Source: an optimization exercise on an open RTL-to-GDS flow (aim: small area, a short achievable clock period and few clock cycles per item). Production flows keep margins and buffers that such runs may drop.
At most, simulation tests tie the RTL to the original design; equivalence was not proved.
No activity file was given, so power comes from the tool's default toggle rates.

==> inputs of run a <==
==> flow/design.v <==
module sps_eval (
    input  wire        clk,
    input  wire        rst,           
    input  wire        in_valid,
    output wire        in_ready,
    input  wire [58:0] disc_in,       
    input  wire [42:0] amul_in,       
    input  wire [15:0] pos_in,        
    input  wire [27:0] v0_in,         
    input  wire [30:0] tmul_in,       
    output reg         out_valid,
    output reg  [1:0]  err_out,       
    output wire [57:0] disc_out,      
    output wire [31:0] delta_out      
);
    localparam [1:0] E_OK    = 2'd0;
    localparam [1:0] E_RANGE = 2'd1;
    localparam [1:0] E_DIV0  = 2'd2;
    localparam [1:0] E_NEG   = 2'd3;
    localparam [1:0] P_IDLE = 2'd0;
    localparam [1:0] P_ADD  = 2'd1;
    localparam [1:0] P_SQRT = 2'd2;
    localparam [1:0] P_FULL = 2'd3;
    reg [1:0]  s1;
    reg [3:0]  c1;
    reg [57:0] rad;       
    reg [27:0] rem;       
    reg [28:0] root;      
    reg [15:0] pos1;
    reg [27:0] v01;
    reg [30:0] tmul1;
    reg        neg1, big1;
    reg        rdy;       
    assign in_ready = rdy;
    function [59:0] sq_step;              
        input [29:0] r;
        input [28:0] s;
        input [1:0]  t;
        reg   [31:0] rs;
        reg   [32:0] df;
        begin
            rs = {r, t};
            df = {1'b0, rs} - {2'b00, s[28:0], 2'b01};
            if (!df[32]) sq_step = {df[29:0], s[27:0], 1'b1};
            else         sq_step = {rs[29:0], s[27:0], 1'b0};
        end
    endfunction
    wire [60:0] d_ex;
    wire        d_co;
    add_bk #(61) u_dadd ({{3{root[15]}}, rad[57:0]}, {{18{root[14]}}, root[14:0], rem[27:0]}, 1'b0, d_ex, d_co);
    wire d_neg = d_ex[60];
    wire d_big = !d_ex[60] && d_ex[58];
    wire [57:0] d = d_ex[57:0];
    wire [59:0] a1 = sq_step(30'd0, 29'd0, d[57:56]);
    wire [59:0] a2 = sq_step(a1[59:29], a1[28:0], d[55:54]);
    wire [59:0] a3 = sq_step(a2[59:29], a2[28:0], d[53:52]);
    wire [32:0] sx  = {1'b0, rem, rad[57:54]};
    wire [32:0] nr3 = {{3{1'b1}}, ~root[26:0], 3'b111};
    wire [32:0] nr4 = {{2{1'b1}}, ~root[26:0], 4'b1100};
    wire [32:0] nr8 = {{2{1'b1}}, ~root[26:0], 4'b1000};
    wire [32:0] sd1 = sx + nr3;
    wire [32:0] sd2 = sx + nr4;
    wire [32:0] scs = sx ^ nr8 ^ nr3;
    wire [32:0] scc = (sx & nr8) | (sx & nr3) | (nr8 & nr3);
    wire [32:0] sd3 = scs + {scc[31:0], 1'b0};
    wire        sg1 = !sd1[32], sg2 = !sd2[32], sg3 = !sd3[32];
    wire [27:0] srem_nx = sg3 ? sd3[27:0] : sg2 ? sd2[27:0] : sg1 ? sd1[27:0] : sx[27:0];
    wire [28:0] root_nx = {root[26:0], sg2, sg3 | (sg1 & !sg2)};
    wire        side_take = (d_neg || d_big || pos1 == 16'd0) && !side_v;
    reg         side_v;
    reg  [57:0] side_d;
    reg  [1:0]  side_e;
    wire [29:0] vsum;
    wire        vs_co;
    add_bk #(30) u_vsum ({2'b00, v01}, {1'b0, root}, 1'b0, vsum, vs_co);
    wire        pz   = (pos1 == 16'd0);
    wire        div0 = (vsum[29:1] == 29'd0);
    always @(posedge clk) begin
        if (rst) begin
            s1  <= P_IDLE;
            rdy <= 1'b1;
        end else begin
            case (s1)
                P_ADD: begin
                    s1  <= side_take ? P_IDLE : P_SQRT;
                    rdy <= side_take;
                end
                P_SQRT: begin
                    if (c1 == 4'd12) s1 <= P_FULL;
                    rdy <= (c1 == 4'd12);
                end
                default: begin
                    s1  <= in_valid ? P_ADD : P_IDLE;
                    rdy <= !in_valid;
                end
            endcase
        end
        c1 <= (s1 == P_SQRT) ? c1 + 4'd1 : 4'd0;
        case (s1)
            P_ADD: begin
                rad  <= {d[51:0], d[57:52]};
                rem  <= a3[56:29];
                root <= a3[28:0];
                neg1 <= d_neg;
                big1 <= d_big;
            end
            P_SQRT: begin
                rad  <= {rad[53:0], rad[57:54]};
                rem  <= srem_nx;
                root <= root_nx;
            end
            default: begin
                rad  <= disc_in[57:0];
                rem  <= amul_in[27:0];
                root <= {13'd0, disc_in[58], amul_in[42:28]};
            end
        endcase
        if (s1 == P_ADD && side_take) begin
            side_d <= d;
            side_e <= d_neg ? E_NEG : d_big ? E_RANGE : E_OK;
        end
        if (in_ready) begin
            pos1  <= pos_in;
            v01   <= v0_in;
            tmul1 <= tmul_in;
        end
    end
    wire handoff = (s1 == P_FULL);
    reg        busy2;
    reg [3:0]  c2;
    reg [57:0] disc2;
    reg [28:0] q2;
    reg [28:0] drem;
    reg [30:0] tmul2;
    reg [55:0] acc;
    reg [1:0]  qb;
    reg        rerr;
    assign disc_out  = disc2;
    assign delta_out = acc[55:24];
    wire [31:0] dx1 = {1'b0, drem, 2'b01};
    wire [31:0] nq1 = {{3{1'b1}}, ~q2};
    wire [31:0] nq2 = {{2{1'b1}}, ~q2, 1'b1};
    wire [31:0] dcs = dx1 ^ nq1 ^ nq2;
    wire [31:0] dcc = (dx1 & nq1) | (dx1 & nq2) | (nq1 & nq2);
    wire [31:0] dd1, dd2, dd3;
    wire        dc1, dc2, dc3;
    add_bk #(32) u_dd1 (dx1, nq1, 1'b0, dd1, dc1);
    add_bk #(32) u_dd2 (dx1, nq2, 1'b0, dd2, dc2);
    add_bk #(32) u_dd3 (dcs, {dcc[30:0], 1'b1}, 1'b0, dd3, dc3);
    wire        dg1 = !dd1[31], dg2 = !dd2[31], dg3 = !dd3[31];
    wire [28:0] drem_nx = dg3 ? dd3[28:0] : dg2 ? dd2[28:0] : dg1 ? dd1[28:0] : {drem[26:0], 2'b00};
    wire [1:0]  dq_nx   = {dg2, dg3 | (dg1 & !dg2)};
    wire [55:0] ma  = {acc[53:0], 2'b00};
    wire [55:0] mb  = qb[1] ? {24'd0, tmul2, 1'b0} : 56'd0;
    wire [55:0] mc  = qb[0] ? {25'd0, tmul2} : 56'd0;
    wire [55:0] mcs = ma ^ mb ^ mc;
    wire [55:0] mcc = (ma & mb) | (ma & mc) | (mb & mc);
    wire [55:0] acc_nx;
    wire        acc_co;
    add_bk #(56) u_acc (mcs, {mcc[54:0], 1'b0}, 1'b0, acc_nx, acc_co);
    wire skip = neg1 | big1 | pz | div0;
    wire drain = side_v && !busy2;
    always @(posedge clk) begin
        if (rst) begin
            busy2     <= 1'b0;
            out_valid <= 1'b0;
            side_v    <= 1'b0;
        end else begin
            out_valid <= 1'b0;
            if (s1 == P_ADD && side_take)
                side_v <= 1'b1;
            else if (drain && !handoff)
                side_v <= 1'b0;
            if (handoff) begin
                busy2     <= !skip;
                out_valid <= skip;
            end else if (busy2 && c2 == 4'd13) begin
                busy2     <= 1'b0;
                out_valid <= 1'b1;
            end else if (drain) begin
                out_valid <= 1'b1;
            end
        end
        if (handoff) begin
            c2    <= 4'd0;
            disc2 <= (neg1 || big1) ? 58'd0 : rad;
            q2    <= vsum[29:1];
            drem  <= {3'd0, pos1, 10'd0};
            tmul2 <= tmul1;
            acc   <= 56'd0;
            qb    <= 2'b00;
            rerr  <= 1'b0;
            err_out <= neg1 ? E_NEG : big1 ? E_RANGE : pz ? E_OK : div0 ? E_DIV0 : E_OK;
        end else if (drain) begin
            disc2   <= side_e[0] ? 58'd0 : side_d;
            err_out <= side_e;
            acc     <= 56'd0;
        end else begin
            c2   <= c2 + 4'd1;
            drem <= drem_nx;
            qb   <= dq_nx;
            if (c2 == 4'd0 && dg2) begin
                rerr    <= 1'b1;
                err_out <= E_RANGE;
            end
            if (!rerr)
                acc <= acc_nx;
        end
    end
endmodule
module add_bk #(parameter W = 8) (
    input  wire [W-1:0] a,
    input  wire [W-1:0] b,
    input  wire         ci,
    output wire [W-1:0] y,
    output wire         co
);
    function integer lg2;
        input integer n;
        begin
            lg2 = 0;
            while ((1 << lg2) < n) lg2 = lg2 + 1;
        end
    endfunction
    localparam L = lg2(W);
    reg [W-1:0] g, p, px;
    integer i, k;
    always @* begin
        px = a ^ b;
        g  = a & b;
        g[0] = (a[0] & b[0]) | (px[0] & ci);
        p  = px;
        for (k = 0; k < L; k = k + 1) begin
            for (i = (2 << k) - 1; i < W; i = i + (2 << k)) begin
                g[i] = g[i] | (p[i] & g[i-(1<<k)]);
                p[i] = p[i] & p[i-(1<<k)];
            end
        end
        for (k = L - 1; k > 0; k = k - 1) begin
            for (i = 3*(1 << (k-1)) - 1; i < W; i = i + (1 << k)) begin
                g[i] = g[i] | (p[i] & g[i-(1<<(k-1))]);
                p[i] = p[i] & p[i-(1<<(k-1))];
            end
        end
    end
    assign y  = px ^ {g[W-2:0], ci};
    assign co = g[W-1];
endmodule
==> flow/flow/run.sh <==
#!/bin/bash
set -euo pipefail
export BUFFER_PORTS_ARGS="-buffer_cell sky130_fd_sc_hd__buf_1"
export SETUP_SLACK_MARGIN=5.0
bash standard.sh > standard_flow.log 2>&1
==> flow/standard.sh <==
#!/bin/bash
# synth_recipe.tcl (not shown) runs the flow's synth.tcl, then flattens the netlist and writes it again
# the make line also repeats each setting of config.mk as NAME=value (left out here)
make -C /OpenROAD-flow-scripts/flow DESIGN_CONFIG=/design/flow/config.mk WORK_HOME=/design/flow/orfs CLKGATE_MAP_FILE= SYNTH_SCRIPT=/design/flow/synth_recipe.tcl "${@:-finish}"
==> flow/config.mk <==
export PLATFORM = sky130hd
export DESIGN_NAME = sps_eval
export DESIGN_NICKNAME = sps_eval
export VERILOG_FILES = /design/flow/design.v
export SDC_FILE = /design/flow/constraint.sdc
export NUM_CORES = 4
export LEC_CHECK = 0
export CAP_MARGIN = 0
export CORE_MARGIN = 2
export CORE_UTILIZATION = 70
export CTS_BUF_LIST = sky130_fd_sc_hd__clkbuf_4 sky130_fd_sc_hd__clkbuf_8
export PLACE_DENSITY = 0.85
export SLEW_MARGIN = 0
==> flow/constraint.sdc <==
create_clock -name core_clock -period 10.0 [get_ports {clk}]
set_input_delay 2.0000 -clock core_clock [delete_from_list [all_inputs] [get_ports {clk}]]
set_output_delay 2.0000 -clock core_clock [all_outputs]
set_load 0.01 [all_outputs]
==> run b (differences from run a) <==
--- a/flow/design.v
+++ b/flow/design.v
@@ -32,4 +32,3 @@
     reg        neg1, big1;
-    reg        rdy;       
-    assign in_ready = rdy;
+    assign in_ready = s1[0] == s1[1];     
     function [59:0] sq_step;              
@@ -47,5 +46,3 @@
     endfunction
-    wire [60:0] d_ex;
-    wire        d_co;
-    add_bk #(61) u_dadd ({{3{root[15]}}, rad[57:0]}, {{18{root[14]}}, root[14:0], rem[27:0]}, 1'b0, d_ex, d_co);
+    wire signed [60:0] d_ex = {{2{root[15]}}, root[15], rad[57:0]} + {{18{root[14]}}, root[14:0], rem[27:0]};
     wire d_neg = d_ex[60];
@@ -79,18 +76,8 @@
         if (rst) begin
-            s1  <= P_IDLE;
-            rdy <= 1'b1;
+            s1 <= P_IDLE;
         end else begin
             case (s1)
-                P_ADD: begin
-                    s1  <= side_take ? P_IDLE : P_SQRT;
-                    rdy <= side_take;
-                end
-                P_SQRT: begin
-                    if (c1 == 4'd12) s1 <= P_FULL;
-                    rdy <= (c1 == 4'd12);
-                end
-                default: begin
-                    s1  <= in_valid ? P_ADD : P_IDLE;
-                    rdy <= !in_valid;
-                end
+                P_ADD:   s1 <= side_take ? P_IDLE : P_SQRT;
+                P_SQRT:  if (c1 == 4'd12) s1 <= P_FULL;
+                default: s1 <= in_valid ? P_ADD : P_IDLE;
             endcase
@@ -100,3 +87,3 @@
             P_ADD: begin
-                rad  <= {d[51:0], d[57:52]};
+                rad  <= (d_neg || d_big) ? 58'd0 : {d[51:0], d[57:52]};
                 rem  <= a3[56:29];
@@ -118,3 +105,3 @@
         if (s1 == P_ADD && side_take) begin
-            side_d <= d;
+            side_d <= (d_neg || d_big) ? 58'd0 : d;
             side_e <= d_neg ? E_NEG : d_big ? E_RANGE : E_OK;
@@ -185,3 +172,3 @@
             c2    <= 4'd0;
-            disc2 <= (neg1 || big1) ? 58'd0 : rad;
+            disc2 <= rad;
             q2    <= vsum[29:1];
@@ -194,3 +181,3 @@
         end else if (drain) begin
-            disc2   <= side_e[0] ? 58'd0 : side_d;
+            disc2   <= side_d;
             err_out <= side_e;
==> flow/flow/run.sh (replaced) <==
#!/bin/bash
# Standard layout, with the port buffers made of the smallest buffer cell
# instead of the cell buffer_ports picks by itself.
set -euo pipefail
export BUFFER_PORTS_ARGS="-buffer_cell sky130_fd_sc_hd__buf_1"
bash standard.sh > standard_flow.log 2>&1
--- a/flow/config.mk
+++ b/flow/config.mk
@@ -12,2 +12,3 @@
 export PLACE_DENSITY = 0.85
+export SETUP_SLACK_MARGIN = 5
 export SLEW_MARGIN = 0
==> run c (differences from run a) <==
--- a/flow/design.v
+++ b/flow/design.v
@@ -47,5 +47,3 @@
     endfunction
-    wire [60:0] d_ex;
-    wire        d_co;
-    add_bk #(61) u_dadd ({{3{root[15]}}, rad[57:0]}, {{18{root[14]}}, root[14:0], rem[27:0]}, 1'b0, d_ex, d_co);
+    wire signed [60:0] d_ex = {{2{root[15]}}, root[15], rad[57:0]} + {{18{root[14]}}, root[14:0], rem[27:0]};
     wire d_neg = d_ex[60];
@@ -152,10 +150,10 @@
     wire [1:0]  dq_nx   = {dg2, dg3 | (dg1 & !dg2)};
-    wire [55:0] ma  = {acc[53:0], 2'b00};
-    wire [55:0] mb  = qb[1] ? {24'd0, tmul2, 1'b0} : 56'd0;
-    wire [55:0] mc  = qb[0] ? {25'd0, tmul2} : 56'd0;
-    wire [55:0] mcs = ma ^ mb ^ mc;
-    wire [55:0] mcc = (ma & mb) | (ma & mc) | (mb & mc);
-    wire [55:0] acc_nx;
-    wire        acc_co;
-    add_bk #(56) u_acc (mcs, {mcc[54:0], 1'b0}, 1'b0, acc_nx, acc_co);
+    wire [32:0] ma  = {acc[30:0], 2'b00};
+    wire [32:0] mb  = qb[1] ? {tmul2, 1'b0} : 33'd0;
+    wire [32:0] mc  = qb[0] ? {2'd0, tmul2} : 33'd0;
+    wire [32:0] mcs = ma ^ mb ^ mc;
+    wire [32:0] mcc = (ma & mb) | (ma & mc) | (mb & mc);
+    wire [33:0] mlo = {1'b0, mcs} + {mcc, 1'b0};
+    wire [22:0] mhi = acc[53:31] + 23'd1;
+    wire [55:0] acc_nx = {mlo[33] ? mhi : acc[53:31], mlo[32:0]};
     wire skip = neg1 | big1 | pz | div0;
==> metrics.md <==
| Metric | Value |
|---|---|
| Overall routed net length | `about 110 mm` |
| Worst-Skew Late Latency | `0.71 ns` |
| Outcome | `complete, no violations` |
| Syn Nets | `4,170` |
| Fmax | `approximately 0.2 GHz` |
| Rows | `81` |
| Pre-antenna DRT Iters | `6` |
| WL met3 | `~12 mm` |
| Routed met1 length | `between 40 and 50 mm` |
| Vias per cell | `just under 7` |
| Synth Area in Compound Gates | `21.2%` |
[end of results for run c]
==> metrics.md <==
| Metric | Value |
|---|---|
| Outcome | `complete, no violations` |
| Fmax | `between 0.15 and 0.2 GHz` |
| Overall routed net length | `111 mm` |
| Hold path endpoint | `tmul2[20]` |
| Synth Flop Type | `edfxtp_1` |
| Core box area | `between 40,000 and 50,000 um^2` |
| Worst-Skew Late Latency | `roughly 0.73 ns` |
| Routed met1 length | `slightly below 40 mm` |
| Cell area power density | `roughly 270 nW/um^2` |
| Synth cell types | `86` |
| Global routing's busiest layer | `met2` |
| Syn Nets | `3,949` |
| Syn_area_per_cell | `slightly above 10 um^2` |
| Pre-antenna DRT Iters | `8` |
| WL met3 | `11.4 mm` |
| Vias per cell | `6.83` |
| Final total power | `between 10,000 and 15,000 uW` |
| Remaining antenna violation count | `0` |
| Rows | `~80` |
[end of results for run a]
==> metrics.md <==
| Metric | Value |
|---|---|
| Outcome | `complete, no violations` |
| Vias per cell | `6.63` |
| Fmax | `approximately 0.20 GHz` |
| Reg power frac | `between 20% and 30%` |
| WL met3 | `roughly 9.5 mm` |
| Remaining antenna violation count | `0` |
| CP Max Fanout | `60` |
| Syn Nets | `just over 4,000` |
| Hold path depth | `0` |
| Synth Area in Compound Gates | `18.8%` |
| Largest cell class by area | `multi-input combinational cells` |
| Routed met1 length | `41.1 mm` |
| Worst-Skew Late Latency | `about 0.7 ns` |
| Rows | `between 80 and 90` |
[end of results for run b]
Testbench counts of run b, summed over its fixed seeds: cycles 42,854, items 3,200.
For run a and run c, only the layout was checked, not whether the RTL still works.

==> separate check: timing with driven ports <==
How much do the figures lean on ideal ports? The routed layouts below were timed once more, with nothing changed but the port constraints. Step 1 sets driving cells, clkbuf_16 on the clock port and buf_2 on the other inputs (assumed; they add their load-dependent delay and slew). Step 2 adds t to the input delays and takes it off the output delays; t is the mean of the earliest and latest rising clock arrival at the registers after step 1. Input paths then give back, and output paths get back, about the clock's delay inside the block. a / b / c = ideal / step 1 / step 2; a / b = the first two.
run | t, ns | setup slack, ns | worst register clock-pin slew, ns
run a | 0.791 | 4.453 / 4.453 / 4.453 | 0.07 / 0.07
run b | 0.748 | 5.097 / 5.097 / 5.097 | 0.07 / 0.07
run c | 0.763 | 4.978 / 4.978 / 4.978 | 0.07 / 0.07
After both steps setup and hold are still met in every run listed.
